Source: an optimization exercise on an open RTL-to-GDS flow (aim: small area, a short achievable clock period and few clock cycles). Production flows keep margins and buffers that such runs may drop. Function was checked by simulation only, so behaviour that the tests miss may differ from the original.

// csx_core
module csx_core (
    input  wire        clk,
    input  wire        rst,       
    input  wire        req,
    input  wire        we,
    input  wire [7:0]  sel,
    input  wire [15:0] wdata,
    output wire        ack,
    output wire [15:0] rdata
);
    reg [7:0]  sum;
    reg [10:0] status;            
    reg [7:0]  t00;    
    reg [7:0]  t01;    
    reg [7:0]  t02;    
    reg [7:0]  t03;    
    reg [7:0]  t04;    
    reg [7:0]  t05;    
    reg [7:0]  t06;    
    reg [7:0]  t07;    
    reg [7:0]  t08;    
    reg [7:0]  t09;    
    reg [7:0]  t10;    
    reg [7:0]  t11;    
    reg [7:0]  t12;    
    reg [7:0]  t13;    
    reg [7:0]  t14;    
    reg [7:0]  t15;    
    reg [7:0]  t16;    
    reg [7:0]  t17;    
    reg [7:0]  t18;    
    reg [7:0]  t19;    
    reg [7:0]  t20;    
    reg [7:0]  t21;    
    reg [7:0]  t22;    
    reg [7:0]  t23;    
    reg [7:0]  t24;    
    reg [7:0]  t25;    
    reg [7:0]  t26;    
    reg [7:0]  t27;    
    reg [7:0]  t28;    
    reg [7:0]  t29;    
    reg [7:0]  t30;    
    reg [7:0]  t31;    
    reg [7:0]  t32;    
    reg [7:0]  t33;    
    reg [5:0]  tlen;
    reg [7:0]  b00;    
    reg [7:0]  b01;    
    reg [7:0]  b02;    
    reg [7:0]  b03;    
    reg [7:0]  b04;    
    reg [7:0]  b05;    
    reg [7:0]  b06;    
    reg [7:0]  b07;    
    reg [7:0]  b08;    
    reg [7:0]  b09;    
    reg [7:0]  b10;    
    reg [7:0]  b11;    
    reg [7:0]  b12;    
    reg [7:0]  b13;    
    reg [7:0]  b14;    
    reg [7:0]  b15;    
    reg [7:0]  b16;    
    reg [7:0]  b17;    
    reg [7:0] f_gap;
    reg [7:0] f_outl;
    reg [7:0] f_red;
    reg [7:0] f_green;
    reg [7:0] f_blue;
    reg [7:0] f_alpha;
    reg [6:0] f_splitdist;
    reg        f_recoil;
    reg [7:0] f_fgap;
    reg [2:0] f_color;
    reg        f_drawoutl;
    reg [3:0] f_inner;
    reg [3:0] f_outer;
    reg [3:0] f_ratio;
    reg [7:0] f_thick;
    reg [2:0] f_style;
    reg        f_dot;
    reg        f_guwv;
    reg        f_usealpha;
    reg        f_t;
    reg [12:0] f_size;
    reg        ack_r;
    reg [12:0] rdata_r;
    reg        rtxt_r;           
  ...
==> flow/config.mk <==
export PLATFORM = sky130hd
export DESIGN_NAME = csx_core
export DESIGN_NICKNAME = csx_core
export VERILOG_FILES = /design/flow/design.v
export SDC_FILE = /design/flow/constraint.sdc
export NUM_CORES = 4
export LEC_CHECK = 0
export ABC_AREA = 1
export CAP_MARGIN = 20
export CORE_MARGIN = 2
export CORE_UTILIZATION = 40
export PLACE_DENSITY = 0.6
export SLEW_MARGIN = 20
==> flow/constraint.sdc <==
create_clock -name core_clock -period 200.0 [get_ports {clk}]
set_input_delay 40.0000 -clock core_clock [delete_from_list [all_inputs] [get_ports {clk}]]
set_output_delay 40.0000 -clock core_clock [all_outputs]
set_load 0.01 [all_outputs]
run.sh (not shown) runs the stock make flow with config.mk's settings and CLKGATE_MAP_FILE= SYNTH_SCRIPT=/design/flow/synth_recipe.tcl, a recipe that flattens the netlist after the stock synthesis.
The first run produced a clean layout.
Testbench counts at the start, summed over its fixed seeds: cycles 18,816.
Change:
- ABC_AREA: 1 -> default
What happened: Setup slack degrades by 0.75 ns. Clock skew stays flat. Non-clock buffer count rose by 69. Worst hold slack improves by 0.021 ns. Design area fell by 1.0%. Wire length rose by 12%. Register-to-register slack improves by 0.18 ns. Via count fell by 1.3%. Utilization rose by 0.38 points.

========
violet:
csx_core again, from the RTL that the note above started with.
// csx_core
module csx_core (
    input  wire        clk,
    input  wire        rst,       
    input  wire        req,
    input  wire        we,
    input  wire [7:0]  sel,
    input  wire [15:0] wdata,
    output wire        ack,
    output wire [15:0] rdata
);
==> flow/config.mk <==
export PLATFORM = sky130hd
export DESIGN_NAME = csx_core
export DESIGN_NICKNAME = csx_core
export VERILOG_FILES = /design/flow/design.v
export SDC_FILE = /design/flow/constraint.sdc
export NUM_CORES = 4
export LEC_CHECK = 0
export ABC_AREA = 1
export CAP_MARGIN = 20
export CORE_MARGIN = 2
export CORE_UTILIZATION = 40
export CTS_BUF_LIST = sky130_fd_sc_hd__clkbuf_4 sky130_fd_sc_hd__clkbuf_8
export PLACE_DENSITY = 0.6
export SLEW_MARGIN = 20
==> flow/constraint.sdc <==
create_clock -name core_clock -period 200.0 [get_ports {clk}]
set_input_delay 40.0000 -clock core_clock [delete_from_list [all_inputs] [get_ports {clk}]]
set_output_delay 40.0000 -clock core_clock [all_outputs]
set_load 0.01 [all_outputs]
Testbench counts of violet, summed over its fixed seeds: cycles 18,816.
[inputs] amber vs violet
Settings: changing CORE_UTILIZATION from 40 to 50; removing CTS_BUF_LIST (formerly sky130_fd_sc_hd__clkbuf_4 sky130_fd_sc_hd__clkbuf_8); changing PLACE_DENSITY from 0.6 to 0.65.
Findings:
Against violet, amber reports a global-route wire length before repair that is lower. Status: aggregate global routing overflow parity (violet, amber). Compared violet against amber; footprint of the multi-input gates within noise. NOTE placeable core region violet->amber decreased by more than 10%. Antenna diode count: amber vs violet down 4. Diff violet -> amber: period utilization flat, wire length per cell +2.6%, ratio of routed vias to standard cells higher, detailed router's first-iteration violation count rose 945. Status: clock tree cell share of total cell area parity (amber, violet).

## re-timing with driven ports
The flow's constraints put no driver on any port. The routed layouts listed below were extracted and timed again, unchanged, in two steps.
Step 1 assumes that a clkbuf_16 drives the clock port and a buf_2 every other input.
Step 2 adds t to the input delays and takes it off the output delays; t is the mean of the earliest and latest rising clock arrival at the registers after step 1. Input paths then give back, and output paths get back, about the clock's delay inside the block.
Three values: ideal, step 1, step 2; two values: the first two.
| run | t (ns) | slack for setup (ns) | worst setup path after step 2 | clock arrival spread, ns | slew at the worst register clock pin (ns) |
|---|---|---|---|---|---|
| the first run of note 1 | 0.756 | 156.022 / 156.037 / 155.281 | input to register | 0.033 / 0.033 | 0.07 / 0.07 |
| the second run of note 1 | 0.752 | 155.275 / 155.337 / 154.584 | input to register | 0.031 / 0.031 | 0.07 / 0.07 |
| violet | 0.944 | 155.921 / 155.850 / 155.495 | input to register | 0.085 / 0.085 | 0.07 / 0.07 |
| amber | 0.733 | 156.140 / 156.188 / 155.455 | input to register | 0.038 / 0.038 | 0.07 / 0.07 |
After both steps setup and hold are still met in every run listed. The setup slack of the first run of note 1, which loses most, moves by +0.015 ns with the drivers and by -0.741 ns with both steps.
